This is an optimization exercise on Yosys and OpenROAD, whose aim is small area and few clock cycles, not a production implementation.
Only simulation tests tie the RTL to the original design; equivalence was not proved.
Power and IR drop assume default switching activity.

$ cat flow/run.sh
#!/bin/bash
# synth_recipe.tcl (not shown) runs the flow's synth.tcl, then flattens the netlist and writes it again
# the make line also repeats each setting of config.mk as NAME=value (left out here)
make -C /OpenROAD-flow-scripts/flow DESIGN_CONFIG=/design/flow/config.mk WORK_HOME=/design/flow/orfs CLKGATE_MAP_FILE= SYNTH_SCRIPT=/design/flow/synth_recipe.tcl finish
$ cat flow/config.mk
export PLATFORM = sky130hd
export DESIGN_NAME = mmu_walk_engine
export DESIGN_NICKNAME = mmu_walk_engine
export VERILOG_FILES = /design/flow/design.v
export SDC_FILE = /design/flow/constraint.sdc
export NUM_CORES = 4
export LEC_CHECK = 0
export CAP_MARGIN = 20
export CORE_MARGIN = 2
export CORE_UTILIZATION = 40
export PLACE_DENSITY = 0.6
export SLEW_MARGIN = 20
$ cat flow/constraint.sdc
create_clock -name core_clock -period 10.0 [get_ports {clk}]
set_input_delay 2.0000 -clock core_clock [delete_from_list [all_inputs] [get_ports {clk}]]
set_output_delay 2.0000 -clock core_clock [all_outputs]
set_load 0.01 [all_outputs]
$ cat flow/design.v
module mmu_walk_engine (
    input  wire        clk,
    input  wire        rst,
    input  wire        cmd_valid,
    output wire        cmd_ready,
    input  wire [31:0] cmd_word,
    input  wire [63:0] cmd_a0,
    input  wire [63:0] cmd_a1,
    input  wire [63:0] cmd_a2,
    output wire        mem_req_valid,
    output wire [47:0] mem_req_addr,
    input  wire        mem_rsp_valid,
    input  wire        mem_rsp_fail,
    input  wire [63:0] mem_rsp_data,
    output wire        reg_req_valid,
    output wire [2:0]  reg_req_sel,
    input  wire        reg_rsp_valid,
    input  wire        reg_rsp_fail,
    input  wire [63:0] reg_rsp_data,
    output wire        rec_valid,
    input  wire        rec_ready,
    output wire [3:0]  rec_type,
    output wire [1:0]  rec_level,
    output wire [8:0]  rec_index,
    output wire [47:0] rec_base,
    output wire [47:0] rec_ea,
    output wire [63:0] rec_raw,
    output wire [63:0] rec_desc,
    output wire [63:0] rec_prefix,
    output wire [11:0] rec_info
);
    localparam [3:0] OP_DECOMPOSE = 4'd1, OP_SELROOT = 4'd2, OP_DECODE = 4'd3,
                     OP_WALK = 4'd4, OP_WALKR = 4'd5, OP_WALKPC = 4'd6,
                     OP_ENUM = 4'd7, OP_ENUMT = 4'd8, OP_DESCRIBE = 4'd9;
    localparam [3:0] R_ILLEGAL = 4'd0, W_ENTRY = 4'd1, E_ENTRY = 4'd2,
                     E_UNREAD = 4'd3, E_TABLE_END = 4'd4, R_DECOMP = 4'd8,
                     R_ROOT = 4'd9, R_DESC = 4'd10, R_PERM = 4'd11,
                     R_MAPPED = 4'd12, R_FAULT = 4'd13, R_ABORT = 4'd14,
                     R_ENUM_DONE = 4'd15;
    localparam [1:0] K_INVALID = 2'd0, K_TABLE = 2'd1, K_BLOCK = 2'd2, K_PAGE = 2'd3;
    localparam [3:0] S_IDLE  = 4'd0,
                     S_REQ   = 4'd1,    
                     S_WAIT  = 4'd2,    
                     S_HOLD  = 4'd3,    
                     S_TEND  = 4'd4,    
                     S_ADV   = 4'd5,    
                     S_TERM  = 4'd6,    
                     S_RREQ  = 4'd7,    
                     S_RWAIT = 4'd8;    
    function [8:0] va_index(input [63:0] va, input [1:0] l);
        case (l)
            2'd0:    va_index = va[47:39];
            2'd1:    va_index = va[38:30];
            2'd2:    va_index = va[29:21];
            default: va_index = va[20:12];
        endcase
    endfunction
    function [1:0] desc_kind(input [63:0] raw, input [1:0] l);
        if (!raw[0])
            desc_kind = K_INVALID;
        else if (l == 2'd0)
            desc_kind = K_TABLE;
        else if (l == 2'd3)
            desc_kind = K_PAGE;
        else if (raw[1])
            desc_kind = K_TABLE;
        else
            desc_kind = K_BLOCK;
    endfunction
    function [63:0] desc_pack(input [63:0] raw, input [1:0] l);
        reg [1:0] k;
        reg       b1, b2;
        begin
            k  = desc_kind(raw, l);
            b1 = (k == K_BLOCK) && (l == 2'd1);
            b2 = (k == K_BLOCK);
            if (k == K_INVALID)
                desc_pack = 64'd0;
            else
                desc_pack = {6'd0, (l == 2'd0) && !raw[1], k, raw[54:53], 5'd0,
                             raw[47:30], raw[29:21] & {9{!b1}}, raw[20:12] & {9{!b2}},
                             1'b0, raw[10:6], 1'b0, raw[4:2], 1'b0, raw[0]};
        end
    endfunction
    function [11:0] describe(input [63:0] dd);
        describe = {dd[4:2], 1'b0, dd[9:8], dd[10], dd[53], dd[54], 1'b0, dd[7:6]};
    endfunction
    function cmd_legal(input [31:0] w);
        case (w[3:0])
            OP_DECOMPOSE, OP_SELROOT, OP_WALK, OP_WALKR, OP_WALKPC, OP_DESCRIBE:
                cmd_legal = (w[31:4] == 28'd0);
            OP_DECODE:
                cmd_legal = (w[31:6] == 26'd0);
            OP_ENUM, OP_ENUMT:
                cmd_legal = (w[31:18] == 14'd0) && (w[7:6] == 2'd0);
            default:
                cmd_legal = 1'b0;
        endcase
    endfunction
    reg [3:0]   state;
    reg         m_walk;         
    reg         m_enumt;        
    reg [3:0]   ttype;          
    reg [1:0]   lvl;            
    reg [1:0]   slvl;           
    reg [9:0]   cap;
    reg         trunc;          
    reg         rs_pc, rs_t1;   
    reg [63:0]  raw_q;          
    reg         fail_q;
    reg [63:0]  pfx;            
    reg [11:0]  va_lo;          
    reg         va55;
    reg [35:0]  fb0, fb1, fb2, fb3;    
    reg [8:0]   fi0, fi1, fi2, fi3;    
    reg [9:0]   fe0, fe1, fe2, fe3;    
    reg  [35:0] cur_base;
    reg  [8:0]  cur_idx;
    reg  [9:0]  cur_emit;
    always @(*) begin
        case (lvl)
            2'd0:    begin cur_base = fb0; cur_idx = fi0; cur_emit = fe0; end
            2'd1:    begin cur_base = fb1; cur_idx = fi1; cur_emit = fe1; end
            2'd2:    begin cur_base = fb2; cur_idx = fi2; cur_emit = fe2; end
            default: begin cur_base = fb3; cur_idx = fi3; cur_emit = fe3; end
        endcase
    end
    wire        in_wait = (state == S_WAIT);
    wire        ev      = (in_wait && mem_rsp_valid) || (state == S_HOLD);
    wire [63:0] rs      = in_wait ? mem_rsp_data : raw_q;
    wire        fl      = in_wait ? mem_rsp_fail : fail_q;
    wire [1:0]  kind    = desc_kind(rs, lvl);
    wire        valid_d = !fl && (kind != K_INVALID);
    wire        is_tab  = !fl && (kind == K_TABLE);
    wire        need_rec = m_walk ? !fl : (fl || kind != K_INVALID);
    wire        go       = ev && (!need_rec || rec_ready);
    wire        blk  = (kind == K_BLOCK);
    wire        blk1 = blk && (lvl == 2'd1);
    wire [35:0] nb   = {rs[47:30], blk1 ? fi2 : rs[29:21], blk ? fi3 : rs[20:12]};
    wire        in_adv   = (state == S_ADV);
    wire [9:0]  emit_a   = cur_emit + {9'd0, !in_adv && valid_d};
    wire        end_exh  = m_enumt || (cur_idx == 9'd511);
    wire        end_cap  = !m_enumt && (emit_a >= cap);
    wire        adv_req  = !end_exh && !end_cap;
    wire        advance  = (go && !m_walk && !is_tab) || in_adv;
    wire        in_req   = (state == S_REQ);
    wire [8:0]  idx_out  = cur_idx + {8'd0, !in_req};
    wire [35:0] path = {fi0 & {9{slvl == 2'd0}},
                        fi1 & {9{slvl <= 2'd1 && lvl >= 2'd1}},
                        fi2 & {9{slvl <= 2'd2 && lvl >= 2'd2}},
                        fi3 & {9{lvl == 2'd3}}};
    wire [63:0] cp = pfx | {16'd0, path, 12'd0};
    wire        in_tend = (state == S_TEND);
    wire        in_term = (state == S_TERM);
    wire        in_rwait = (state == S_RWAIT);
    assign cmd_ready     = (state == S_IDLE);
    assign mem_req_valid = in_req || (advance && adv_req);
    assign mem_req_addr  = {cur_base, idx_out, 3'b000};
    assign reg_req_valid = (state == S_RREQ) ||
                           (in_rwait && reg_rsp_valid && !reg_rsp_fail && !rs_t1);
    assign reg_req_sel   = in_rwait ? {2'b00, !rs_pc} : {rs_pc, 1'b0, rs_t1};
    assign rec_valid  = (ev && need_rec) || in_tend || in_term;
    assign rec_type   = in_term ? ttype : in_tend ? E_TABLE_END :
                        m_walk ? W_ENTRY : fl ? E_UNREAD : E_ENTRY;
    assign rec_level  = lvl;
    assign rec_index  = cur_idx;
    assign rec_base   = {cur_base, va_lo & {12{in_term}}};
    assign rec_ea     = {cur_base, cur_idx, 3'b000};
    assign rec_raw    = rs;
    assign rec_desc   = desc_pack(rs, lvl);
    assign rec_prefix = {cp[63:48] | {16{cp[47]}}, cp[47:0]};
    assign rec_info   = in_tend ? {1'b0, trunc, cur_emit} :
                        (ttype == R_PERM) ? describe(rs) :
                        {7'd0, rs_pc, 1'b0, rs_t1,
                         (ttype == R_ABORT) ? 2'b11 :
                         (ttype == R_FAULT) ? {fail_q, !fail_q} : kind};
    wire [3:0]  op      = cmd_word[3:0];
    wire [1:0]  cmd_lv  = cmd_word[5:4];
    wire        legal   = cmd_legal(cmd_word);
    wire        op_enum = (op == OP_ENUM) || (op == OP_ENUMT);
    wire [63:0] idx_src = op[3] ? cmd_a2 : cmd_a0;
    wire        accept  = (state == S_IDLE) && cmd_valid;
    wire        reg_ok  = in_rwait && reg_rsp_valid && !reg_rsp_fail;
    wire [35:0] fb_d = accept ? (op_enum ? cmd_a0[47:12] :
                                 cmd_a0[55] ? cmd_a2[47:12] : cmd_a1[47:12]) :
                       in_rwait ? reg_rsp_data[47:12] : nb;
    wire        fb_root = reg_ok && !rs_pc && (rs_t1 == va55);
    wire [1:0]  lvl1    = lvl + 2'd1;
    wire        w_desc  = go && is_tab;                        
    wire        w_map   = go && m_walk && valid_d && !is_tab;  
    wire        w_emit  = go && !m_walk;
    wire        w_adv   = advance && adv_req;
    wire        w_pc    = reg_ok && rs_pc;
    wire [35:0] fi_src  = {idx_src[47:39], idx_src[38:30], idx_src[29:21], idx_src[20:12]} &
                          {36{op != OP_ENUM}};
    wire [35:0] fi_pc   = reg_rsp_data[47:12];
    reg  [3:0]  we_fb, we_fi, we_fe, dn;
    integer k;
    always @(*) begin
        for (k = 0; k < 4; k = k + 1) begin
            dn[k]    = w_desc && (lvl1 == k);
            we_fb[k] = (accept && (op_enum ? (cmd_lv == k) : (k == 0))) ||
                       (fb_root && k == 0) || dn[k] || (w_map && lvl == k);
            we_fi[k] = accept || w_pc || (dn[k] && !m_enumt && !m_walk) || (w_adv && lvl == k);
            we_fe[k] = accept || (w_emit && (lvl == k || dn[k]));
        end
    end
    wire [8:0]  fi_nx0 = accept ? fi_src[35:27] : w_pc ? fi_pc[35:27] : (w_adv ? idx_out : 9'd0);
    wire [8:0]  fi_nx1 = accept ? fi_src[26:18] : w_pc ? fi_pc[26:18] : (w_adv ? idx_out : 9'd0);
    wire [8:0]  fi_nx2 = accept ? fi_src[17:9]  : w_pc ? fi_pc[17:9]  : (w_adv ? idx_out : 9'd0);
    wire [8:0]  fi_nx3 = accept ? fi_src[8:0]   : w_pc ? fi_pc[8:0]   : (w_adv ? idx_out : 9'd0);
    wire [9:0]  fe_nx  = emit_a;
    always @(posedge clk) begin
        if (we_fb[0]) fb0 <= fb_d;
        if (we_fb[1]) fb1 <= fb_d;
        if (we_fb[2]) fb2 <= fb_d;
        if (we_fb[3]) fb3 <= fb_d;
        if (we_fi[0]) fi0 <= fi_nx0;
        if (we_fi[1]) fi1 <= fi_nx1;
        if (we_fi[2]) fi2 <= fi_nx2;
        if (we_fi[3]) fi3 <= fi_nx3;
        if (we_fe[0]) fe0 <= (accept || dn[0]) ? 10'd0 : fe_nx;
        if (we_fe[1]) fe1 <= (accept || dn[1]) ? 10'd0 : fe_nx;
        if (we_fe[2]) fe2 <= (accept || dn[2]) ? 10'd0 : fe_nx;
        if (we_fe[3]) fe3 <= (accept || dn[3]) ? 10'd0 : fe_nx;
    end
    always @(posedge clk) begin
        if (rst) begin
            state <= S_IDLE;
        end else begin
            case (state)
                S_IDLE: begin
                    if (cmd_valid) begin
                        raw_q   <= legal ? {cmd_a0[63:49], (op == OP_DECOMPOSE) ? cmd_a0[55] : cmd_a0[48],
                                            cmd_a0[47:0]}
                                         : {cmd_a0[63:32], cmd_word};
                        pfx     <= cmd_a1;
                        cap     <= cmd_word[17:8];
                        slvl    <= cmd_lv;
                        lvl     <= cmd_lv;
                        m_walk  <= (op == OP_WALK) || (op == OP_WALKR) || (op == OP_WALKPC);
                        m_enumt <= (op == OP_ENUMT);
                        va55    <= cmd_a0[55];
                        va_lo   <= cmd_a0[11:0] & {12{op[2]}};
                        ttype   <= {2'b10, (op == OP_DECODE) || (op == OP_DESCRIBE),
                                    (op == OP_SELROOT) || (op == OP_DESCRIBE)};
                        trunc   <= 1'b1;
                        rs_pc   <= (op == OP_WALKPC);
                        rs_t1   <= 1'b0;
                        if (!legal) begin
                            ttype <= R_ILLEGAL;
                            state <= S_TERM;
                        end else begin
                            case (op)
                                OP_WALK:   state <= S_REQ;
                                OP_WALKR,
                                OP_WALKPC: state <= S_RREQ;
                                OP_ENUM:   state <= (cmd_word[17:8] == 10'd0) ? S_TEND : S_REQ;
                                OP_ENUMT:  state <= S_REQ;
                                default:   state <= S_TERM;
                            endcase
                        end
                    end
                end
                S_RREQ: state <= S_RWAIT;
                S_RWAIT: begin
                    if (reg_rsp_valid) begin
                        if (reg_rsp_fail) begin
                            ttype <= R_ABORT;
                            state <= S_TERM;
                        end else begin
                            if (rs_pc) begin
                                va_lo <= reg_rsp_data[11:0];
                                va55  <= reg_rsp_data[55];
                            end
                            rs_pc <= 1'b0;
                            rs_t1 <= !rs_pc;
                            if (rs_t1)
                                state <= S_REQ;
                        end
                    end
                end
                S_REQ: state <= S_WAIT;
                S_TEND: begin
                    if (rec_ready) begin
                        if (lvl == slvl) begin
                            ttype <= R_ENUM_DONE;
                            state <= S_TERM;
                        end else begin
                            lvl   <= lvl - 2'd1;
                            state <= S_ADV;
                        end
                    end
                end
                S_TERM: begin
                    if (rec_ready)
                        state <= S_IDLE;
                end
                default: ;    
            endcase
            if (in_wait && mem_rsp_valid) begin
                raw_q  <= mem_rsp_data;
                fail_q <= mem_rsp_fail;
                if (!go)
                    state <= S_HOLD;
            end
            if (go) begin
                if (is_tab) begin
                    lvl   <= lvl1;
                    state <= S_REQ;
                end else if (m_walk) begin
                    ttype <= valid_d ? R_MAPPED : R_FAULT;
                    state <= S_TERM;
                end
            end
            if (advance) begin
                if (adv_req) begin
                    state <= S_WAIT;
                end else begin
                    trunc <= !end_exh;
                    state <= S_TEND;
                end
            end
        end
    end
endmodule
==> impl_summary.log, run 1 <==
[metrics] critical-path cell list: clkdlybuf4s50_1 -> nor2b_1 -> mux2i_1 -> nor2_1 -> ha_1 -> inv_1 -> a211oi_1 -> nand3_1 -> xnor2_1 -> inv_1 -> ha_1 -> a2111oi_0 -> nand2_1 -> o21ai_0 -> a31oi_1 -> or3_1 -> nand2_1 -> clkdlybuf4s50_1
[metrics] start point of the critical path: mem_rsp_data[0]
[metrics] Worst path top cell family by delay: simple AND/OR/NAND/NOR gates
[metrics] Worst setup SP type: input pin
[metrics] footprint of the flip-flops and latches: 11640 um^2
[metrics] cell area after technology mapping: roughly 22000 um^2
[metrics] VDD IR-drop max: ~0.00013 V
[metrics] slowest cell delay on critical path: around 0.69 ns
[metrics] Post-Route WL: ~91000 um
[metrics] clock-pin slew reported for the worst setup and hold paths after clock tree synthesis: about 0.060 ns
[metrics] worst flop-to-flop path startpoint: lvl[0]$_DFFE_PN_
[metrics] slowest library cell on the worst path: sky130_fd_sc_hd__or3_1
[metrics] clk sink count: between 300 and 400
[metrics] cells taking the most area after synthesis: sky130_fd_sc_hd__edfxtp_1, sky130_fd_sc_hd__buf_4, sky130_fd_sc_hd__mux2i_1
[metrics] most frequent cell after synthesis: sky130_fd_sc_hd__edfxtp_1
[metrics] Post-CTS Hold Fix Bufs: 0
[metrics] overall via count from detail_route: between 15000 and 20000
[metrics] final total power: 8.939 mW
[metrics] most used flip-flop cell after synthesis: sky130_fd_sc_hd__edfxtp_1
[metrics] clk root buf: sky130_fd_sc_hd__clkbuf_16
[metrics] Post-CTS Repair Setup Buffers: 0
[metrics] worst slack, placed: about 0.9 ns
[metrics] Resized Gates After CTS: 0
[metrics] final setup TNS: 0 ns
[metrics] Vert. Die Dim: between 200 and 250 um
[metrics] clock latency (worst-skew pair): approximately 0.59 ns
[metrics] Filler Cells Inserted: ~4700
[metrics] fraction of layout instances using a drive strength above 1: 0.09080
[metrics] data arrival time of the critical path: 7.10 ns
[metrics] capturing instance or port of the critical path: mem_req_valid
[metrics] Max Transition Viols Final: 0
[metrics] crit path setup slack, layout: 0.9015 ns
[metrics] core outline area: between 50000 and 60000 um^2
[metrics] count of final hold-check violations: 0
[metrics] Synth Warn #: 1
[metrics] starting density of the core: 0.4045
[metrics] Worst Path Buf+Inv: 4
[metrics] path depth of the worst reg2reg path: 18
[metrics] endpoint of the lowest-slack register-to-register path: fi1[4]$_DFFE_PP_
[metrics] largest area contributor in the netlist: sky130_fd_sc_hd__edfxtp_1
[metrics] CTS max path bufs: 3
[metrics] count of nets after finishing: roughly 2800
[metrics] routed via count divided by cell count: between 5 and 6
[metrics] clock period minus final worst setup slack: 9.098 ns
[metrics] count of boundary I/O pins: between 700 and 800
[metrics] number of standard-cell rows in the floorplan: 85
[metrics] Mapped Cells: between 1500 and 2000
[metrics] required time of the worst setup path: about 8 ns
[metrics] weighted congestion reported at the end of routability-driven placement: a little under 1
[metrics] placed insts: slightly above 3000
[metrics] Worst Setup End Kind: output pin
[metrics] most instantiated cells after synthesis: sky130_fd_sc_hd__edfxtp_1, sky130_fd_sc_hd__nor2_1, sky130_fd_sc_hd__a21oi_1
[metrics] All-Layer GR Usage: 0.3097
[metrics] CP max FO: 11
[metrics] initial antenna violation count: 17
[metrics] total CTS buffers: between 40 and 50
[metrics] die area: about 56000 um^2
[metrics] Setup CP Type: input pin to output pin
[metrics] per-instance average area after synthesis: 11.04 um^2
[metrics] post-layout instance count excluding filler cells: 3191
[metrics] H-tree depth: 2
[metrics] Final Core Density: 0.5486
[metrics] DRT antenna net count: 0
[metrics] proportion of synthesized flip-flops having asynchronous set or reset: 0
[metrics] setup slack of the most critical reg-to-reg path: ~3.7 ns
[metrics] measured slew at the worst slew-check pin: ~1.2 ns
[metrics] maxcap violations: 0
[metrics] number of distinct library cell variants in the gate-level netlist after synthesis: 72
[metrics] die width: 237.3 um
[metrics] status: complete, no violations
[metrics] area share of the leading cell type in the synthesized netlist: 0.5311
[metrics] clock tree from TritonCTS: built
[metrics] final worst clock skew: about 0.013 ns
[metrics] first-pass iteration count of the detailed router: 6
[metrics] max frequency: 109.9 MHz
[metrics] global-route congestion overflow total: 0
[metrics] number of global-route vias before repair: around 18000
[metrics] Post-synth EDFFs: 385
[metrics] cell depth of the worst setup path: 18
[metrics] count of state elements after synthesis: approximately 390
[metrics] share of synthesized area occupied by flip-flops and latches: 0.5348
[metrics] Power Dens Cells: roughly 300 nW/um^2
[metrics] setup repair after global routing missed its margin: false
[metrics] detailed-placement wirelength estimate: approximately 68000 um
[metrics] PortBufs: roughly 670
[metrics] type of the worst min-delay path: flop to flop
[metrics] Worst slew margin: 0.2117
[metrics] routed wire length per instance: 28.39 um
[metrics] Static Leak: between 10 and 15 nW
[metrics] final number of setup-violating endpoints: 0
[metrics] DRC viols: 0
[metrics] largest net degree at the start of global routing: 86
[metrics] area growth from synthesis to layout: 35.61%
[metrics] global-route wire length before repair: 126700 um
[metrics] post-route clock period utilization: 0.9098
[metrics] multi-input gate area in the final layout: 8382 um^2
[metrics] number of DRC markers in iteration 0: approximately 2000
[layout by cell type, fill, tap and decap left out, types with 46 or more instances in the layout]
cell type                         netlist  routed
sky130_fd_sc_hd__nor2_1               222     219
sky130_fd_sc_hd__mux2_2                87      87
sky130_fd_sc_hd__clkdlybuf4s50_1        0     663
sky130_fd_sc_hd__inv_1                 65      64
sky130_fd_sc_hd__a222oi_1              54      54
sky130_fd_sc_hd__edfxtp_1             385     385
sky130_fd_sc_hd__nand2_1              102     100
sky130_fd_sc_hd__a21o_1                48      48
sky130_fd_sc_hd__mux2i_1              103     102
sky130_fd_sc_hd__a21oi_1              182     180
sky130_fd_sc_hd__clkbuf_16              0      46
[flip-flops by register name, summed over array words and instances (netlist names), 4 cells and up]
| register | count |
|---|---|
| fe2 | 10 |
| cap | 10 |
| ttype | 4 |
| va_lo | 12 |
| pfx | 64 |
| fi3 | 9 |
| fi1 | 9 |
| fi0 | 9 |
| fi2 | 9 |
| raw_q | 64 |
| fb2 | 36 |
| fb1 | 36 |
| fe1 | 10 |
| fb3 | 36 |
| fe3 | 10 |
| state | 4 |
| fe0 | 10 |
| fb0 | 36 |
[final cells by class]
| type | count | area share |
|---|---|---|
| Sequential cell | 389 | 0.3943 |
| Multi-Input combinational cell | 1245 | 0.2839 |
| Timing Repair Buffer | 697 | 0.2333 |
| Clock buffer | 60 | 0.04213 |
| Tap cell | 696 | 0.02950 |
| Inverter | 65 | 0.008307 |
| Clock inverter | 22 | 0.007036 |
| Antenna cell | 17 | 0.001441 |
[metal layers]
| metal | share of wire | vias to the layer above | wire (um) | GRT usage |
|---|---|---|---|---|
| li1 | - | 8173 | - | - |
| met1 | 0.40 | 9203 | 36030 | 0.4035 |
| met2 | 0.48 | 1052 | 43110 | 0.5058 |
| met3 | 0.087 | 170 | 7897 | 0.06306 |
| met4 | 0.039 | 2 | 3544 | 0.1252 |
| met5 | 0.00014 | - | 13 | 0 |
[power by group]
| group | internal, mW | leakage, nW | switching, mW |
|---|---|---|---|
| Clock | 0.954 | 0.718 | 0.685 |
| Combinational | 2.03 | 6.43 | 2.74 |
| Sequential | 2.36 | 3.58 | 0.164 |
| Total | 5.35 | 10.7 | 3.59 |
[worst min path at each step]
stage	from	to	slack, ns	cells past startpoint
detailed placement	rs_pc$_SDFFCE_PP0P_	rs_t1$_SDFFCE_PN0P_	0.67	1
finish	rs_pc$_SDFFCE_PP0P_	rs_t1$_SDFFCE_PN0P_	0.68	1
CTS	rs_pc$_SDFFCE_PP0P_	rs_t1$_SDFFCE_PN0P_	0.68	1
floorplan	trunc$_DFFE_PN_	trunc$_DFFE_PN_	0.57	2
global route	rs_pc$_SDFFCE_PP0P_	rs_t1$_SDFFCE_PN0P_	0.70	1
global placement	rs_pc$_SDFFCE_PP0P_	rs_t1$_SDFFCE_PN0P_	0.66	1
[per-stage QoR]
| stage | hold slack (ns) | instance area (um^2) |
|---|---|---|
| detailed placement | 0.6681 | 28010 |
| finish | 0.6764 | 29520 |
| global placement | 0.6554 | 28010 |
| floorplan | 0.5746 | 21840 |
| global route | 0.7004 | 29520 |
| CTS | 0.6761 | 29460 |
[logic make-up (layout without fill, tap and decap cells)]
family,count (synthesis),in the layout,share of synthesized area
other cells,1,38,0.0001723
simple gates,513,513,0.1108
flops,389,389,0.5348
fa+ha+maj,20,20,0.01150
compound gates,481,481,0.1529
buf+inv,357,844,0.08944
xor+xnor,20,20,0.008047
mux,190,190,0.09237
Testbench counts, summed over its fixed seeds: cycles 182,084.
==> inputs of run 2 (changes only) <==
--- a/flow/design.v
+++ b/flow/design.v
@@ -48,11 +48,4 @@
                      S_RREQ  = 4'd7,    
-                     S_RWAIT = 4'd8;    
-    function [8:0] va_index(input [63:0] va, input [1:0] l);
-        case (l)
-            2'd0:    va_index = va[47:39];
-            2'd1:    va_index = va[38:30];
-            2'd2:    va_index = va[29:21];
-            default: va_index = va[20:12];
-        endcase
-    endfunction
+                     S_RWAIT = 4'd8,    
+                     S_SET   = 4'd9;    
     function [1:0] desc_kind(input [63:0] raw, input [1:0] l);
@@ -109,3 +102,3 @@
     reg [63:0]  raw_q;          
-    reg         fail_q;
+    reg         fail_q;         
     reg [63:0]  pfx;            
@@ -127,16 +120,24 @@
     end
-    wire        in_wait = (state == S_WAIT);
-    wire        ev      = (in_wait && mem_rsp_valid) || (state == S_HOLD);
-    wire [63:0] rs      = in_wait ? mem_rsp_data : raw_q;
-    wire        fl      = in_wait ? mem_rsp_fail : fail_q;
-    wire [1:0]  kind    = desc_kind(rs, lvl);
-    wire        valid_d = !fl && (kind != K_INVALID);
-    wire        is_tab  = !fl && (kind == K_TABLE);
-    wire        need_rec = m_walk ? !fl : (fl || kind != K_INVALID);
-    wire        go       = ev && (!need_rec || rec_ready);
-    wire        blk  = (kind == K_BLOCK);
-    wire        blk1 = blk && (lvl == 2'd1);
-    wire [35:0] nb   = {rs[47:30], blk1 ? fi2 : rs[29:21], blk ? fi3 : rs[20:12]};
+    wire        in_wait  = (state == S_WAIT);
+    wire        in_hold  = (state == S_HOLD);
     wire        in_adv   = (state == S_ADV);
-    wire [9:0]  emit_a   = cur_emit + {9'd0, !in_adv && valid_d};
+    wire        in_req   = (state == S_REQ);
+    wire        in_tend  = (state == S_TEND);
+    wire        in_term  = (state == S_TERM);
+    wire        in_rwait = (state == S_RWAIT);
+    wire        in_set   = (state == S_SET);
+    wire        rsp      = in_wait && mem_rsp_valid;
+    wire        quick    = rsp && (mem_rsp_fail || (!m_walk && !mem_rsp_data[0]));
+    wire        q_rec    = !m_walk && mem_rsp_fail;            
+    wire        fl       = in_wait ? mem_rsp_fail : fail_q;
+    wire [1:0]  kind     = desc_kind(raw_q, lvl);
+    wire        valid_d  = (kind != K_INVALID);
+    wire        is_tab   = (kind == K_TABLE);
+    wire        h_go     = in_hold && rec_ready;
+    wire        h_tab    = h_go && !fail_q && is_tab;
+    wire        blk  = m_walk && (kind == K_BLOCK);
+    wire        blk1 = blk && (lvl == 2'd1);
+    wire [35:0] nb   = {raw_q[47:30], blk1 ? fi2 : raw_q[29:21], blk ? fi3 : raw_q[20:12]};
+    wire        new_ent  = in_hold && !fail_q;                 
+    wire [9:0]  emit_a   = cur_emit + {9'd0, new_ent};
     wire        end_exh  = m_enumt || (cur_idx == 9'd511);
@@ -144,4 +145,4 @@
     wire        adv_req  = !end_exh && !end_cap;
-    wire        advance  = (go && !m_walk && !is_tab) || in_adv;
-    wire        in_req   = (state == S_REQ);
+    wire        advance  = (quick && !m_walk && (!q_rec || rec_ready)) ||
+                           (h_go && !m_walk && !h_tab) || in_adv;
     wire [8:0]  idx_out  = cur_idx + {8'd0, !in_req};
@@ -152,5 +153,2 @@
     wire [63:0] cp = pfx | {16'd0, path, 12'd0};
-    wire        in_tend = (state == S_TEND);
-    wire        in_term = (state == S_TERM);
-    wire        in_rwait = (state == S_RWAIT);
     assign cmd_ready     = (state == S_IDLE);
@@ -161,3 +159,3 @@
     assign reg_req_sel   = in_rwait ? {2'b00, !rs_pc} : {rs_pc, 1'b0, rs_t1};
-    assign rec_valid  = (ev && need_rec) || in_tend || in_term;
+    assign rec_valid  = (rsp && q_rec) || in_hold || in_tend || in_term;
     assign rec_type   = in_term ? ttype : in_tend ? E_TABLE_END :
@@ -168,7 +166,7 @@
     assign rec_ea     = {cur_base, cur_idx, 3'b000};
-    assign rec_raw    = rs;
-    assign rec_desc   = desc_pack(rs, lvl);
+    assign rec_raw    = raw_q;
+    assign rec_desc   = desc_pack(raw_q, lvl);
     assign rec_prefix = {cp[63:48] | {16{cp[47]}}, cp[47:0]};
     assign rec_info   = in_tend ? {1'b0, trunc, cur_emit} :
-                        (ttype == R_PERM) ? describe(rs) :
+                        (ttype == R_PERM) ? describe(raw_q) :
                         {7'd0, rs_pc, 1'b0, rs_t1,
@@ -180,2 +178,3 @@
     wire        op_enum = (op == OP_ENUM) || (op == OP_ENUMT);
+    wire        op_walk = (op == OP_WALK) || (op == OP_WALKR) || (op == OP_WALKPC);
     wire [63:0] idx_src = op[3] ? cmd_a2 : cmd_a0;
@@ -183,4 +182,3 @@
     wire        reg_ok  = in_rwait && reg_rsp_valid && !reg_rsp_fail;
-    wire [35:0] fb_d = accept ? (op_enum ? cmd_a0[47:12] :
-                                 cmd_a0[55] ? cmd_a2[47:12] : cmd_a1[47:12]) :
+    wire [35:0] fb_d = accept ? (cmd_a0[55] ? cmd_a2[47:12] : cmd_a1[47:12]) :
                        in_rwait ? reg_rsp_data[47:12] : nb;
@@ -188,5 +186,3 @@
     wire [1:0]  lvl1    = lvl + 2'd1;
-    wire        w_desc  = go && is_tab;                        
-    wire        w_map   = go && m_walk && valid_d && !is_tab;  
-    wire        w_emit  = go && !m_walk;
+    wire        w_map   = h_go && m_walk && valid_d && !is_tab;  
     wire        w_adv   = advance && adv_req;
@@ -200,7 +196,7 @@
         for (k = 0; k < 4; k = k + 1) begin
-            dn[k]    = w_desc && (lvl1 == k);
-            we_fb[k] = (accept && (op_enum ? (cmd_lv == k) : (k == 0))) ||
+            dn[k]    = h_tab && (lvl1 == k);
+            we_fb[k] = (accept && !op_enum && (k == 0)) || (in_set && slvl == k) ||
                        (fb_root && k == 0) || dn[k] || (w_map && lvl == k);
             we_fi[k] = accept || w_pc || (dn[k] && !m_enumt && !m_walk) || (w_adv && lvl == k);
-            we_fe[k] = accept || (w_emit && (lvl == k || dn[k]));
+            we_fe[k] = accept || (h_go && !m_walk && (lvl == k || dn[k]));
         end
@@ -211,3 +207,2 @@
     wire [8:0]  fi_nx3 = accept ? fi_src[8:0]   : w_pc ? fi_pc[8:0]   : (w_adv ? idx_out : 9'd0);
-    wire [9:0]  fe_nx  = emit_a;
     always @(posedge clk) begin
@@ -221,6 +216,13 @@
         if (we_fi[3]) fi3 <= fi_nx3;
-        if (we_fe[0]) fe0 <= (accept || dn[0]) ? 10'd0 : fe_nx;
-        if (we_fe[1]) fe1 <= (accept || dn[1]) ? 10'd0 : fe_nx;
-        if (we_fe[2]) fe2 <= (accept || dn[2]) ? 10'd0 : fe_nx;
-        if (we_fe[3]) fe3 <= (accept || dn[3]) ? 10'd0 : fe_nx;
+        if (we_fe[0]) fe0 <= (accept || dn[0]) ? 10'd0 : emit_a;
+        if (we_fe[1]) fe1 <= (accept || dn[1]) ? 10'd0 : emit_a;
+        if (we_fe[2]) fe2 <= (accept || dn[2]) ? 10'd0 : emit_a;
+        if (we_fe[3]) fe3 <= (accept || dn[3]) ? 10'd0 : emit_a;
+        if (rsp)
+            raw_q <= mem_rsp_data;
+        else if (accept)
+            raw_q <= {mem_rsp_data[63:55], cmd_a0[54:53], mem_rsp_data[52:49], cmd_a0[55],
+                      cmd_a0[47:32], legal ? cmd_a0[31:0] : cmd_word};
+        if (rsp)
+            fail_q <= mem_rsp_fail;
     end
@@ -233,5 +235,2 @@
                     if (cmd_valid) begin
-                        raw_q   <= legal ? {cmd_a0[63:49], (op == OP_DECOMPOSE) ? cmd_a0[55] : cmd_a0[48],
-                                            cmd_a0[47:0]}
-                                         : {cmd_a0[63:32], cmd_word};
                         pfx     <= cmd_a1;
@@ -240,3 +239,3 @@
                         lvl     <= cmd_lv;
-                        m_walk  <= (op == OP_WALK) || (op == OP_WALKR) || (op == OP_WALKPC);
+                        m_walk  <= op_walk;
                         m_enumt <= (op == OP_ENUMT);
@@ -257,4 +256,4 @@
                                 OP_WALKPC: state <= S_RREQ;
-                                OP_ENUM:   state <= (cmd_word[17:8] == 10'd0) ? S_TEND : S_REQ;
-                                OP_ENUMT:  state <= S_REQ;
+                                OP_ENUM,
+                                OP_ENUMT:  state <= S_SET;
                                 default:   state <= S_TERM;
@@ -264,2 +263,3 @@
                 end
+                S_SET: state <= (!m_enumt && cap == 10'd0) ? S_TEND : S_REQ;
                 S_RREQ: state <= S_RWAIT;
@@ -283,2 +283,23 @@
                 S_REQ: state <= S_WAIT;
+                S_WAIT: begin
+                    if (mem_rsp_valid) begin
+                        if (m_walk && mem_rsp_fail) begin
+                            ttype <= R_FAULT;
+                            state <= S_TERM;
+                        end else if (!quick || (q_rec && !rec_ready)) begin
+                            state <= S_HOLD;
+                        end
+                    end
+                end
+                S_HOLD: begin
+                    if (rec_ready) begin
+                        if (!fail_q && is_tab) begin
+                            lvl   <= lvl1;
+                            state <= S_REQ;
+                        end else if (m_walk) begin
+                            ttype <= valid_d ? R_MAPPED : R_FAULT;
+                            state <= S_TERM;
+                        end
+                    end
+                end
                 S_TEND: begin
@@ -298,19 +319,4 @@
                 end
-                default: ;    
+                default: ;
             endcase
-            if (in_wait && mem_rsp_valid) begin
-                raw_q  <= mem_rsp_data;
-                fail_q <= mem_rsp_fail;
-                if (!go)
-                    state <= S_HOLD;
-            end
-            if (go) begin
-                if (is_tab) begin
-                    lvl   <= lvl1;
-                    state <= S_REQ;
-                end else if (m_walk) begin
-                    ttype <= valid_d ? R_MAPPED : R_FAULT;
-                    state <= S_TERM;
-                end
-            end
             if (advance) begin
==> flow/flow/run.sh (new file) <==
#!/bin/bash
# Layout flow: the standard ORFS flow, with the port buffers that global
# placement inserts on every input and output made of the smallest buffer
# cell (sky130_fd_sc_hd__buf_1) instead of the cell the resizer picks.
# The full output of the flow goes to flow_standard.log in this folder.
set -euo pipefail
bash standard.sh "BUFFER_PORTS_ARGS=-buffer_cell sky130_fd_sc_hd__buf_1" finish > flow_standard.log 2>&1
==> flow/standard.sh (new file) <==
#!/bin/bash
# synth_recipe.tcl (not shown) runs the flow's synth.tcl, then flattens the netlist and writes it again
# the make line also repeats each setting of config.mk as NAME=value (left out here)
make -C /OpenROAD-flow-scripts/flow DESIGN_CONFIG=/design/flow/config.mk WORK_HOME=/design/flow/orfs CLKGATE_MAP_FILE= SYNTH_SCRIPT=/design/flow/synth_recipe.tcl "${@:-finish}"
removed: flow/run.sh
==> run 2 against run 1 <==
Compared with the run above:
- still clean on timing, DRC and antenna
- non-clock buffer count down 11
- worst hold slack lost 0.035 ns
- via count decreased by 8.0%
- core utilization fell by 7.2 points
- clock skew up 0.0053 ns
- global-route usage shrank 1.0 points
- critical path depth down 1
- final area fell by 19%
- largest cell class unchanged
==> impl_summary.log, run 2 <==
[metrics] post-layout instance count excluding filler cells: approximately 3000
[metrics] sequential power share: 0.398
[metrics] PortBufs: 652
[metrics] Post-synth EDFFs: between 300 and 400
[metrics] count of final hold-check violations: 0
[metrics] number of global-route vias before repair: 16610
[metrics] required time of the worst setup path: 8.00 ns
[metrics] Worst Setup End Kind: output pin
[metrics] Mapped Cells: approximately 1800
[metrics] final total power: slightly above 6 mW
[metrics] routed wire length per instance: approximately 27 um
[metrics] Resized Gates After CTS: 0
[metrics] Post-CTS Repair Setup Buffers: 0
[metrics] logic gate share of total power: 0.344
[metrics] commonest cells after routing, fill and taps aside: sky130_fd_sc_hd__buf_1, sky130_fd_sc_hd__edfxtp_1, sky130_fd_sc_hd__nand2_1
[metrics] Worst Path Buf+Inv: 3
[metrics] count of nets after finishing: 2704
[metrics] weighted congestion reported at the end of routability-driven placement: approximately 0.93
[metrics] clock tree from TritonCTS: built
[metrics] starting density of the core: 0.4053
[metrics] number of DRC markers in iteration 0: roughly 1900
[metrics] routed via count divided by cell count: 5.645
[metrics] share of synthesized area occupied by flip-flops and latches: 0.5724
[metrics] count of state elements after synthesis: 389
[metrics] global-route congestion overflow total: 0
[metrics] All-Layer GR Usage: 0.2997
[metrics] placed insts: roughly 2900
[metrics] number of standard-cell rows in the floorplan: 82
[metrics] initial antenna violation count: 2
[metrics] total CTS buffers: 44
[metrics] Power Dens Cells: 259.9 nW/um^2
[metrics] count of boundary I/O pins: 730
[metrics] final setup TNS: 0 ns
[metrics] clock period minus final worst setup slack: about 7.5 ns
[metrics] die area: approximately 53000 um^2
[metrics] post-route clock period utilization: 0.7541
[metrics] Post-Route WL: 81970 um
[metrics] clk sink count: 389
[metrics] max frequency: between 100 and 150 MHz
[metrics] maxcap violations: 0
[metrics] setup repair after global routing missed its margin: false
[metrics] Clock power frac: 0.258
[metrics] data arrival time of the critical path: roughly 5.5 ns
[metrics] switching part of the total: 0.3840
[metrics] detailed-placement wirelength estimate: 59810 um
[metrics] overall via count from detail_route: ~17000
[metrics] area share of the leading cell type in the synthesized netlist: 0.5685
[metrics] number of distinct library cell variants in the gate-level netlist after synthesis: 66
[metrics] Worst path top cell family by delay: simple AND/OR/NAND/NOR gates
[metrics] DRT antenna net count: 0
[metrics] cell area after technology mapping: roughly 20000 um^2
[metrics] Vert. Die Dim: roughly 230 um
[metrics] H-tree depth: 2
[metrics] global-route wire length before repair: 114300 um
[metrics] largest net degree at the start of global routing: 85
[metrics] Static Leak: between 8 and 9 nW
[metrics] Largest regs: pfx (64), raw_q (64)
[metrics] critical-path cell list: inv_1 -> ha_2 -> a222oi_1 -> a21oi_1 -> ha_1 -> nand4_1 -> nor3_1 -> xnor2_1 -> inv_1 -> ha_1 -> a21oi_1 -> o21ai_0 -> a31oi_1 -> nand3_1 -> or3_1 -> nand2_1 -> buf_1
[metrics] DRC viols: 0
[metrics] most used flip-flop cell after synthesis: sky130_fd_sc_hd__edfxtp_1
[metrics] proportion of synthesized flip-flops having asynchronous set or reset: 0
[metrics] most frequent cell after synthesis: sky130_fd_sc_hd__edfxtp_1
[metrics] clk root buf: sky130_fd_sc_hd__clkbuf_16
[metrics] slowest library cell on the worst path: sky130_fd_sc_hd__ha_2
[metrics] Worst setup SP type: flop
[metrics] type of the worst min-delay path: flop to flop
[metrics] clock latency (worst-skew pair): 0.58 ns
[metrics] VDD IR-drop max: approximately 0.00013 V
[metrics] fraction of layout instances using a drive strength above 1: 0.06279
[metrics] largest area contributor in the netlist: sky130_fd_sc_hd__edfxtp_1
[metrics] measured slew at the worst slew-check pin: about 1.1 ns
[metrics] area growth from synthesis to layout: 17.46%
[metrics] CP max FO: 28
[metrics] Post-CTS Hold Fix Bufs: 0
[metrics] core outline area: between 50000 and 60000 um^2
[metrics] Max Transition Viols Final: 0
[metrics] die width: between 200 and 250 um
[metrics] per-instance average area after synthesis: roughly 11 um^2
[metrics] most instantiated cells after synthesis: sky130_fd_sc_hd__edfxtp_1, sky130_fd_sc_hd__nand2_1, sky130_fd_sc_hd__buf_4
[metrics] net switching component of the power: 2.384 mW
[metrics] cells taking the most area after synthesis: sky130_fd_sc_hd__edfxtp_1, sky130_fd_sc_hd__buf_4, sky130_fd_sc_hd__nand2_1
[metrics] commonest non-fill, non-tap cell in the layout: sky130_fd_sc_hd__buf_1
[metrics] final number of setup-violating endpoints: 0
[metrics] post-route cell area: roughly 24000 um^2
[metrics] Setup CP Type: flop to output pin
[metrics] slowest cell delay on critical path: 0.73 ns
[metrics] total placed instance area: 22410 um^2
[metrics] status: complete, no violations
[metrics] Worst slew margin: 0.2476
[metrics] clock-pin slew reported for the worst setup and hold paths after clock tree synthesis: 0.06 ns
[metrics] final worst clock skew: ~0.019 ns
[metrics] CTS max path bufs: 3
[metrics] first-pass iteration count of the detailed router: 8
[metrics] Synth Warn #: 1
[metrics] total internal power: ~3.8 mW
[run 2: changes by cell type after synthesis, sizes merged, moves of 34 or more]
| cell | change |
|---|---|
| a21oi | -89 |
| a31oi | +34 |
| and2 | +56 |
| mux2 | -57 |
| mux2i | -55 |
| nand2 | +164 |
| nor2 | -78 |
[run 2: final cells by class]
type / instances / area (um^2)
clock inverters: 26 / 236.5
diodes: 1 / 2.502
inverters: 43 / 163.9
multi-input cells: 1160 / 7078
fillers: 4851 / 26290
repair buffers: 686 / 2745
clock buffers: 53 / 1177
well taps: 672 / 840.8
flip-flops and latches: 389 / 11640
[run 2: tightest hold or removal path: stages, from the launching register on]
cell and delay (ns):
sky130_fd_sc_hd__edfxtp_1 0.37, sky130_fd_sc_hd__a211oi_1 0.05, sky130_fd_sc_hd__nor2_1 0.10
[run 2: layer usage]
layer	wire [um]	up-vias	GRT usage
li1	-	7596	-
met1	34250	8439	0.4081
met2	39070	953	0.4935
met3	6222	116	0.04507
met4	2427	0	0.09274
met5	0	-	0
[run 2: stage by stage]
step	hold WS (ns)	setup WS [ns]	util
6_report	0.6409	2.459	0.4761
5_1_grt	0.7053	2.245	0.4761
4_1_cts	0.6383	2.484	0.4749
3_5_place_dp	0.6240	3.097	0.4468
3_3_place_gp	0.6272	3.138	0.4468
2_1_floorplan	0.5547	3.637	-
[run 2: cells by family after synthesis]
family	after synthesis	share of synthesized area
other cells	1	0.0001844
flops	389	0.5724
compound gates	402	0.1397
xor+xnor	22	0.009475
fa+ha+maj	21	0.01280
mux	78	0.04024
simple gates	616	0.1382
buf+inv	315	0.08700
[run 2: path summary, 6_finish.rpt]
path / start / end / slack, ns / cells after the start
setup / recovery: lvl[1]$_DFFE_PP_ / mem_req_valid / 2.46 / 17
hold reg to reg: trunc$_DFFE_PN_ / trunc$_DFFE_PN_ / 0.64 / 2
hold / removal: trunc$_DFFE_PN_ / trunc$_DFFE_PN_ / 0.64 / 2
setup reg to reg: lvl[1]$_DFFE_PP_ / fi2[2]$_DFFE_PP_ / 4.29 / 17
[run 2: power groups by stage]
stage | Sequential, mW | Clock [mW] | Combinational (mW)
2_1_floorplan | 2.44 | 0 | 1.35
3_3_place_gp | 2.49 | 0 | 2.09
3_5_place_dp | 2.50 | 0 | 2.11
4_1_cts | 2.47 | 1.63 | 2.12
5_1_grt | 2.49 | 1.69 | 2.29
6_report | 2.47 | 1.60 | 2.14
Testbench counts of run 2, summed over its fixed seeds: cycles 186,347.
==> inputs of run 3 (changes only) <==
--- a/flow/config.mk
+++ b/flow/config.mk
@@ -10,2 +10,3 @@
 export CORE_UTILIZATION = 40
+export CTS_BUF_LIST = sky130_fd_sc_hd__clkbuf_4
 export PLACE_DENSITY = 0.6
==> run 3 against run 2 <==
Compared with the run above:
- final cell count grew 3.7%
- largest power group unchanged
- core utilization is essentially flat
- synthesized area did not move
==> impl_summary.log, run 3 <==
[metrics] status: complete, no violations
[metrics] post-route cell area: about 24000 um^2
[metrics] share of synthesized area occupied by flip-flops and latches: 0.5724
[metrics] capturing instance or port of the critical path: mem_req_valid
[metrics] commonest non-fill, non-tap cell in the layout: sky130_fd_sc_hd__buf_1
[metrics] Max Transition Viols Final: 0
[metrics] footprint of the flip-flops and latches: between 10000 and 15000 um^2
[metrics] clk sink count: ~400
[metrics] CP max FO: 28
[metrics] switching part of the total: 0.3958
[metrics] routed via count divided by cell count: approximately 5.6
[metrics] commonest cells after routing, fill and taps aside: sky130_fd_sc_hd__buf_1, sky130_fd_sc_hd__edfxtp_1, sky130_fd_sc_hd__nand2_1
[metrics] total internal power: between 3 and 4 mW
[metrics] type of the worst min-delay path: flop to flop
[metrics] proportion of synthesized flip-flops having asynchronous set or reset: 0
[metrics] overall via count from detail_route: about 17000
[metrics] All-Layer GR Usage: 0.3037
[metrics] number of standard-cell rows in the floorplan: 82
[metrics] die width: 229.5 um
[metrics] detailed-placement wirelength estimate: 59810 um
[metrics] most frequent cell after synthesis: sky130_fd_sc_hd__edfxtp_1
[metrics] PortBufs: between 600 and 700
[metrics] setup slack of the most critical reg-to-reg path: between 4 and 5 ns
[metrics] most used flip-flop cell after synthesis: sky130_fd_sc_hd__edfxtp_1
[metrics] number of distinct library cell variants in the gate-level netlist after synthesis: 66
[metrics] logic gate share of total power: 0.351
[metrics] worst slack, placed: approximately 3.1 ns
[metrics] count of final hold-check violations: 0
[metrics] clk root buf: sky130_fd_sc_hd__clkbuf_4
[metrics] H-tree depth: 3
[metrics] number of DRC markers in iteration 0: roughly 1800
[metrics] die area: 52660 um^2
[metrics] Power Dens Cells: 254.9 nW/um^2
[metrics] weighted congestion reported at the end of routability-driven placement: roughly 0.93
[metrics] total CTS buffers: between 100 and 150
[metrics] most instantiated cells after synthesis: sky130_fd_sc_hd__edfxtp_1, sky130_fd_sc_hd__nand2_1, sky130_fd_sc_hd__buf_4
[metrics] max frequency: around 130 MHz
[metrics] global-route wire length before repair: between 100000 and 150000 um
[metrics] clock tree from TritonCTS: built
[metrics] worst flop-to-flop path startpoint: lvl[1]$_DFFE_PP_
[metrics] Hold Startpoint: trunc$_DFFE_PN_
[metrics] Worst Path Buf+Inv: 3
[metrics] DRC viols: 0
[metrics] Clock power frac: 0.243
[metrics] critical-path cell list: inv_1 -> ha_2 -> a222oi_1 -> a21oi_1 -> ha_1 -> nand4_1 -> nor3_1 -> xnor2_1 -> inv_1 -> ha_1 -> a21oi_1 -> o21ai_0 -> a31oi_1 -> nand3_1 -> or3_1 -> nand2_1 -> buf_1
[metrics] final number of setup-violating endpoints: 0
[metrics] clock-pin slew reported for the worst setup and hold paths after clock tree synthesis: 0.07 ns
[metrics] final total power: slightly above 6 mW
[metrics] largest area contributor in the netlist: sky130_fd_sc_hd__edfxtp_1
[metrics] data arrival time of the critical path: 5.81 ns
[metrics] post-route clock period utilization: 0.7808
[metrics] routed wire length per instance: around 26 um
[metrics] global-route congestion overflow total: 0
[metrics] fraction of layout instances using a drive strength above 1: 0.1050
[metrics] Worst setup SP type: flop
[metrics] GRT Max-Usage Layer: met2
[metrics] setup repair after global routing missed its margin: false
[metrics] cells taking the most area after synthesis: sky130_fd_sc_hd__edfxtp_1, sky130_fd_sc_hd__buf_4, sky130_fd_sc_hd__nand2_1
[metrics] Static Leak: roughly 8.6 nW
[metrics] Worst Setup End Kind: output pin
[metrics] final worst clock skew: around 0.063 ns
[metrics] met2 layer usage reported by global route: 0.4933
[metrics] net switching component of the power: approximately 2.4 mW
[metrics] per-instance average area after synthesis: ~11 um^2
[metrics] Worst path top cell family by delay: simple AND/OR/NAND/NOR gates
[metrics] Post-CTS Repair Setup Buffers: 0
[metrics] clock period minus final worst setup slack: 7.808 ns
[metrics] count of nets after finishing: about 2800
[metrics] measured slew at the worst slew-check pin: around 1.1 ns
[metrics] cell area after technology mapping: 20340 um^2
[metrics] crit path setup slack, layout: 2.192 ns
[metrics] placed insts: 2948
[metrics] final setup TNS: 0 ns
[metrics] Post-CTS Hold Fix Bufs: 0
[metrics] Post-Route WL: ~83000 um
[metrics] Worst slew margin: 0.2346
[metrics] clock latency (worst-skew pair): between 0.8 and 0.9 ns
[metrics] slowest cell delay on critical path: about 0.72 ns
[metrics] Largest regs: pfx (64), raw_q (64)
[metrics] Resized Gates After CTS: 0
[metrics] path depth of the worst reg2reg path: 17
[metrics] cell depth of the worst setup path: 17
[metrics] count of state elements after synthesis: a little under 400
[metrics] Vert. Die Dim: around 230 um
[metrics] met3 demand-to-capacity share in global routing: 0.05615
[metrics] endpoint of the lowest-slack register-to-register path: fi3[2]$_DFFE_PP_
[metrics] starting density of the core: 0.4053
[metrics] M1 GR Usage: 0.4062
[metrics] CTS max path bufs: 3
[metrics] sequential power share: 0.406
[metrics] start point of the critical path: lvl[1]$_DFFE_PP_
[metrics] area share of the leading cell type in the synthesized netlist: 0.5685
[metrics] required time of the worst setup path: ~8.0 ns
[metrics] Mapped Cells: about 1800
[metrics] total placed instance area: around 22000 um^2
[metrics] VDD IR-drop max: around 0.00013 V
[metrics] maxcap violations: 0
[metrics] multi-input gate area in the final layout: 7078 um^2
[metrics] Filler Cells Inserted: 4897
[metrics] count of boundary I/O pins: 730
[metrics] Setup CP Type: flop to output pin
[metrics] core outline area: around 50000 um^2
[metrics] first-pass iteration count of the detailed router: 7
[metrics] Synth Warn #: 1
[metrics] initial antenna violation count: 3
[metrics] Post-synth EDFFs: 385
[metrics] post-layout instance count excluding filler cells: around 3100
[metrics] area growth from synthesis to layout: 17.38%
[metrics] slowest library cell on the worst path: sky130_fd_sc_hd__ha_2
[metrics] number of global-route vias before repair: about 17000
[metrics] DRT antenna net count: 0
[metrics] largest net degree at the start of global routing: between 80 and 90
-- run 3: final cells by class --
cell class                 instances  area share
clock buffer                     164     0.05158
clock inverter                    25    0.006762
antenna                            3   0.0003145
multi-input combinational       1160      0.2965
timing repair buffer             686      0.1150
tap                              672     0.03523
inverter                          43    0.006867
sequential                       389      0.4877
-- run 3: power groups by stage --
stage | clock network (mW) | logic [mW] | registers [mW]
2_1_floorplan | 0 | 1.35 | 2.44
3_3_place_gp | 0 | 2.09 | 2.49
3_5_place_dp | 0 | 2.11 | 2.50
4_1_cts | 1.51 | 2.11 | 2.47
5_1_grt | 1.60 | 2.29 | 2.49
6_report | 1.48 | 2.14 | 2.47
-- run 3: cells by family (layout without fill, tap and decap cells) --
kind of cell               count (synthesis)  after routing  share of synthesized area
AOI/OAI and AO/OA                        402            402                     0.1397
xor gates and xnor gates                  22             22                   0.009475
adders and majority gates                 21             21                    0.01280
buffers and inverters                    315            918                    0.08700
DFF                                      389            389                     0.5724
muxes                                     78             78                    0.04024
other                                      1             24                  0.0001844
and+or+nand+nor                          616            616                     0.1382
-- run 3: layer usage --
metal | up-vias | routed length [um]
li1 | 7801 | -
met3 | 119 | 7101
met2 | 1054 | 39280
met4 | 0 | 2313
met1 | 8515 | 33950
met5 | - | 0
-- run 3: worst register-to-register path, cell delays in order (launching register included) --
cell                       delay (ns)
sky130_fd_sc_hd__edfxtp_1        0.49
sky130_fd_sc_hd__inv_1           0.17
sky130_fd_sc_hd__ha_2            0.72
sky130_fd_sc_hd__a222oi_1        0.26
sky130_fd_sc_hd__a21oi_1         0.34
sky130_fd_sc_hd__ha_1            0.27
sky130_fd_sc_hd__nand4_1         0.19
sky130_fd_sc_hd__nor3_1          0.29
sky130_fd_sc_hd__xnor2_1         0.30
sky130_fd_sc_hd__inv_1           0.10
sky130_fd_sc_hd__ha_1            0.31
sky130_fd_sc_hd__a21oi_1         0.13
sky130_fd_sc_hd__o21ai_0         0.10
sky130_fd_sc_hd__a31oi_1         0.24
sky130_fd_sc_hd__nand3_1         0.13
sky130_fd_sc_hd__or3_1           0.57
sky130_fd_sc_hd__nor2_1          0.74
sky130_fd_sc_hd__a221o_1         0.21
-- run 3: how the worst min path moves through the flow --
stage                            to  depth (start not counted)
floorplan           trunc$_DFFE_PN_                          2
global placement    trunc$_DFFE_PN_                          2
global route        trunc$_DFFE_PN_                          2
detailed placement  trunc$_DFFE_PN_                          2
CTS                 trunc$_DFFE_PN_                          2
finish              trunc$_DFFE_PN_                          2
-- run 3: per-stage QoR --
stage,hold slack [ns],util
finish,0.6526,0.4758
global route,0.7075,0.4757
floorplan,0.5547,-
detailed placement,0.6240,0.4468
CTS,0.6396,0.4745
global placement,0.6272,0.4468
==> inputs of run 4 (changes only) <==
--- a/flow/config.mk
+++ b/flow/config.mk
@@ -10,3 +10,4 @@
 export CORE_UTILIZATION = 40
-export CTS_BUF_LIST = sky130_fd_sc_hd__clkbuf_4
+export CTS_BUF_LIST = sky130_fd_sc_hd__clkbuf_8
+export CTS_CLUSTER_SIZE = 30
 export PLACE_DENSITY = 0.6
==> run 4 against run 3 <==
Compared with the run above:
- die area unchanged
- still clean on timing, DRC and antenna
- power shrank 0.45%
- clock power decreased by 3%
- critical path type unchanged
- critical endpoint unchanged
- via count down 1.5%
- wire length about the same
- register-to-register slack better by 0.02 ns
- final area shrank 0.28%
- largest power group unchanged
- non-clock buffer count up 1
==> impl_summary.log, run 4 <==
[metrics] Worst setup SP type: flop
[metrics] area growth from synthesis to layout: 17.04%
[metrics] CTS max path bufs: 3
[metrics] clk root buf: sky130_fd_sc_hd__clkbuf_8
[metrics] met2 layer usage reported by global route: 0.5006
[metrics] core outline area: about 50000 um^2
[metrics] per-instance average area after synthesis: 11.03 um^2
[metrics] clk sink count: 389
[metrics] detailed-placement wirelength estimate: 59810 um
[metrics] final worst clock skew: roughly 0.026 ns
[metrics] final setup TNS: 0 ns
[metrics] Resized Gates After CTS: 0
[metrics] proportion of synthesized flip-flops having asynchronous set or reset: 0
[metrics] worst flop-to-flop path startpoint: lvl[1]$_DFFE_PP_
[metrics] Worst Setup End Kind: output pin
[metrics] final number of setup-violating endpoints: 0
[metrics] Setup CP Type: flop to output pin
[metrics] count of final hold-check violations: 0
[metrics] type of the worst min-delay path: flop to flop
[metrics] most instantiated cells after synthesis: sky130_fd_sc_hd__edfxtp_1, sky130_fd_sc_hd__nand2_1, sky130_fd_sc_hd__buf_4
[metrics] post-layout instance count excluding filler cells: between 3000 and 4000
[metrics] largest area contributor in the netlist: sky130_fd_sc_hd__edfxtp_1
[metrics] DRT antenna net count: 0
[metrics] maxcap violations: 0
[metrics] Synth Warn #: 1
[metrics] placed insts: approximately 2900
[metrics] slowest cell delay on critical path: between 0.6 and 0.7 ns
[metrics] VDD IR-drop max: around 0.00011 V
[metrics] global-route wire length before repair: ~110000 um
[metrics] required time of the worst setup path: about 8 ns
[metrics] commonest cells after routing, fill and taps aside: sky130_fd_sc_hd__buf_1, sky130_fd_sc_hd__edfxtp_1, sky130_fd_sc_hd__nand2_1
[metrics] fraction of layout instances using a drive strength above 1: 0.07232
[metrics] Hold Startpoint: trunc$_DFFE_PN_
[metrics] clock latency (worst-skew pair): about 0.65 ns
[metrics] Post-synth EDFFs: roughly 390
[metrics] Post-CTS Hold Fix Bufs: 0
[metrics] area share of the leading cell type in the synthesized netlist: 0.5685
[metrics] clock tree from TritonCTS: built
[metrics] number of global-route vias before repair: ~17000
[metrics] count of boundary I/O pins: 730
[metrics] share of synthesized area occupied by flip-flops and latches: 0.5724
[metrics] cell area after technology mapping: roughly 20000 um^2
[metrics] Static Leak: between 8 and 9 nW
[metrics] clock period minus final worst setup slack: between 7 and 8 ns
[metrics] Power Dens Cells: ~250 nW/um^2
[metrics] slowest library cell on the worst path: sky130_fd_sc_hd__ha_2
[metrics] Mapped Cells: roughly 1800
[metrics] number of distinct library cell variants in the gate-level netlist after synthesis: 66
[metrics] number of DRC markers in iteration 0: around 1800
[metrics] worst slack, placed: slightly above 3 ns
[metrics] most used flip-flop cell after synthesis: sky130_fd_sc_hd__edfxtp_1
[metrics] global-route congestion overflow total: 0
[metrics] M1 GR Usage: 0.4071
[metrics] commonest non-fill, non-tap cell in the layout: sky130_fd_sc_hd__buf_1
[metrics] Vert. Die Dim: 229.5 um
[metrics] starting density of the core: 0.4053
[metrics] setup repair after global routing missed its margin: false
[metrics] weighted congestion reported at the end of routability-driven placement: between 0.9 and 1
[metrics] Post-Route WL: between 80000 and 90000 um
[metrics] data arrival time of the critical path: about 5.6 ns
[metrics] die area: 52660 um^2
[metrics] routed via count divided by cell count: ~5.6
[metrics] largest net degree at the start of global routing: 85
[metrics] critical-path cell list: inv_1 -> ha_2 -> a222oi_1 -> a21oi_1 -> ha_1 -> nand4_1 -> nor3_1 -> xnor2_1 -> inv_1 -> ha_1 -> a21oi_1 -> o21ai_0 -> a31oi_1 -> nand3_1 -> or3_1 -> nand2_1 -> buf_1
[metrics] clock-pin slew reported for the worst setup and hold paths after clock tree synthesis: approximately 0.06 ns
[metrics] DRC viols: 0
[metrics] All-Layer GR Usage: 0.3023
[metrics] count of state elements after synthesis: about 390
[metrics] max frequency: 132.4 MHz
[metrics] measured slew at the worst slew-check pin: 1.085 ns
[metrics] Worst slew margin: 0.2765
[metrics] Max Transition Viols Final: 0
[metrics] post-route clock period utilization: 0.7551
[metrics] routed wire length per instance: 26.81 um
[metrics] start point of the critical path: lvl[1]$_DFFE_PP_
[metrics] Post-CTS Repair Setup Buffers: 0
[metrics] Worst Path Buf+Inv: 3
[metrics] Largest regs: pfx (64), raw_q (64)
[metrics] die width: between 200 and 250 um
[metrics] Worst path top cell family by delay: simple AND/OR/NAND/NOR gates
[metrics] total CTS buffers: 70
[metrics] overall via count from detail_route: around 17000
[metrics] GRT Max-Usage Layer: met2
[metrics] first-pass iteration count of the detailed router: 6
[metrics] number of standard-cell rows in the floorplan: between 80 and 90
[metrics] status: complete, no violations
[metrics] count of nets after finishing: between 2000 and 3000
[metrics] initial antenna violation count: 3
[metrics] crit path setup slack, layout: roughly 2.4 ns
[metrics] most frequent cell after synthesis: sky130_fd_sc_hd__edfxtp_1
[metrics] H-tree depth: 3
[metrics] CP max FO: 28
[metrics] worst hold slack: between 0.6 and 0.7 ns
[metrics] met3 demand-to-capacity share in global routing: 0.04943
[metrics] cells taking the most area after synthesis: sky130_fd_sc_hd__edfxtp_1, sky130_fd_sc_hd__buf_4, sky130_fd_sc_hd__nand2_1
[metrics] PortBufs: around 650
[metrics] Final Core Density: 0.4744
==> run 4: cells by family after synthesis <==
group                      after synthesis  share of synthesized area
and+or+nand+nor                        616                     0.1382
AOI/OAI and AO/OA                      402                     0.1397
DFF                                    389                     0.5724
buffers and inverters                  315                    0.08700
muxes                                   78                    0.04024
xor gates and xnor gates                22                   0.009475
adders and majority gates               21                    0.01280
other                                    1                  0.0001844
==> run 4: worst reg2reg max path, cell delays in order, from the launching register on <==
cell and delay, ns:
sky130_fd_sc_hd__edfxtp_1 0.50, sky130_fd_sc_hd__inv_1 0.17, sky130_fd_sc_hd__ha_2 0.68, sky130_fd_sc_hd__a222oi_1 0.26, sky130_fd_sc_hd__a21oi_1 0.34, sky130_fd_sc_hd__ha_1 0.27
sky130_fd_sc_hd__nand4_1 0.19, sky130_fd_sc_hd__nor3_1 0.29, sky130_fd_sc_hd__xnor2_1 0.30, sky130_fd_sc_hd__inv_1 0.10, sky130_fd_sc_hd__ha_1 0.31, sky130_fd_sc_hd__a21oi_1 0.13
sky130_fd_sc_hd__o21ai_0 0.10, sky130_fd_sc_hd__a31oi_1 0.23, sky130_fd_sc_hd__nand3_1 0.12, sky130_fd_sc_hd__or3_1 0.57, sky130_fd_sc_hd__nor2_1 0.74, sky130_fd_sc_hd__a221o_1 0.22
==> run 4: layer usage <==
layer	wire (um)	up-vias
li1	-	7674
met1	34460	8475
met2	39570	973
met3	6656	105
met4	1883	0
met5	0	-
==> run 4: worst paths after layout <==
check	end	slack, ns	depth (start not counted)
setup / recovery	mem_req_valid	2.45	17
setup reg to reg	fi2[2]$_DFFE_PP_	4.34	17
hold / removal	trunc$_DFFE_PN_	0.64	2
hold reg to reg	trunc$_DFFE_PN_	0.64	2
==> run 4: layout make-up <==
type / count / area (um^2)
Fill cell: 4905 / 26370
Sequential cell: 389 / 11640
Multi-Input combinational cell: 1160 / 7078
Timing Repair Buffer: 687 / 2765
Clock buffer: 73 / 1005
Tap cell: 672 / 840.8
Clock inverter: 54 / 302.8
Inverter: 43 / 163.9
Antenna cell: 2 / 5.005
==> run 4: power breakdown <==
group | switching (mW) | internal (mW)
Combinational | 1.52 | 0.621
Clock | 0.686 | 0.755
Sequential | 0.203 | 2.27
Total | 2.41 | 3.64
==> run 4: metrics by stage <==
step / total power, mW / instance area [um^2]
4_1_cts: 6.052 / 23720
3_3_place_gp: 4.579 / 22410
2_1_floorplan: 3.791 / 20410
6_report: 6.056 / 23800
5_1_grt: 6.315 / 23800
3_5_place_dp: 4.607 / 22410

separate check: timing with driven ports:
How much do the figures lean on ideal ports? The routed layouts below were timed once more, with nothing changed but the port constraints. Step 1 sets driving cells, clkbuf_16 on the clock port and buf_2 on the other inputs (assumed; they add their load-dependent delay and slew). Step 2, shift: input delay + t, output delay - t, t = (earliest + latest rising clock arrival at the registers) / 2. This alone moves slack from input paths to output paths. a / b / c = ideal ports / drivers / drivers and shift; a / b = the first two.
| run | t (ns) | setup WS [ns] | worst setup path at the end | clock arrival spread, ns | worst slew at a driven data input, ns |
|---|---|---|---|---|---|
| run 1 | 0.627 | 0.902 / 0.816 / 0.816 | input to output | 0.013 / 0.013 | 0.15 |
| run 2 | 0.629 | 2.459 / 2.396 / 3.025 | register to output | 0.018 / 0.019 | 0.10 |
| run 3 | 0.908 | 2.192 / 2.138 / 3.046 | register to output | 0.064 / 0.064 | 0.11 |
| run 4 | 0.689 | 2.449 / 2.393 / 3.082 | register to output | 0.026 / 0.027 | 0.10 |
After both steps setup and hold are still met in every run listed. The setup slack of run 1, which loses most, moves by -0.086 ns with the drivers and by -0.086 ns with both steps.
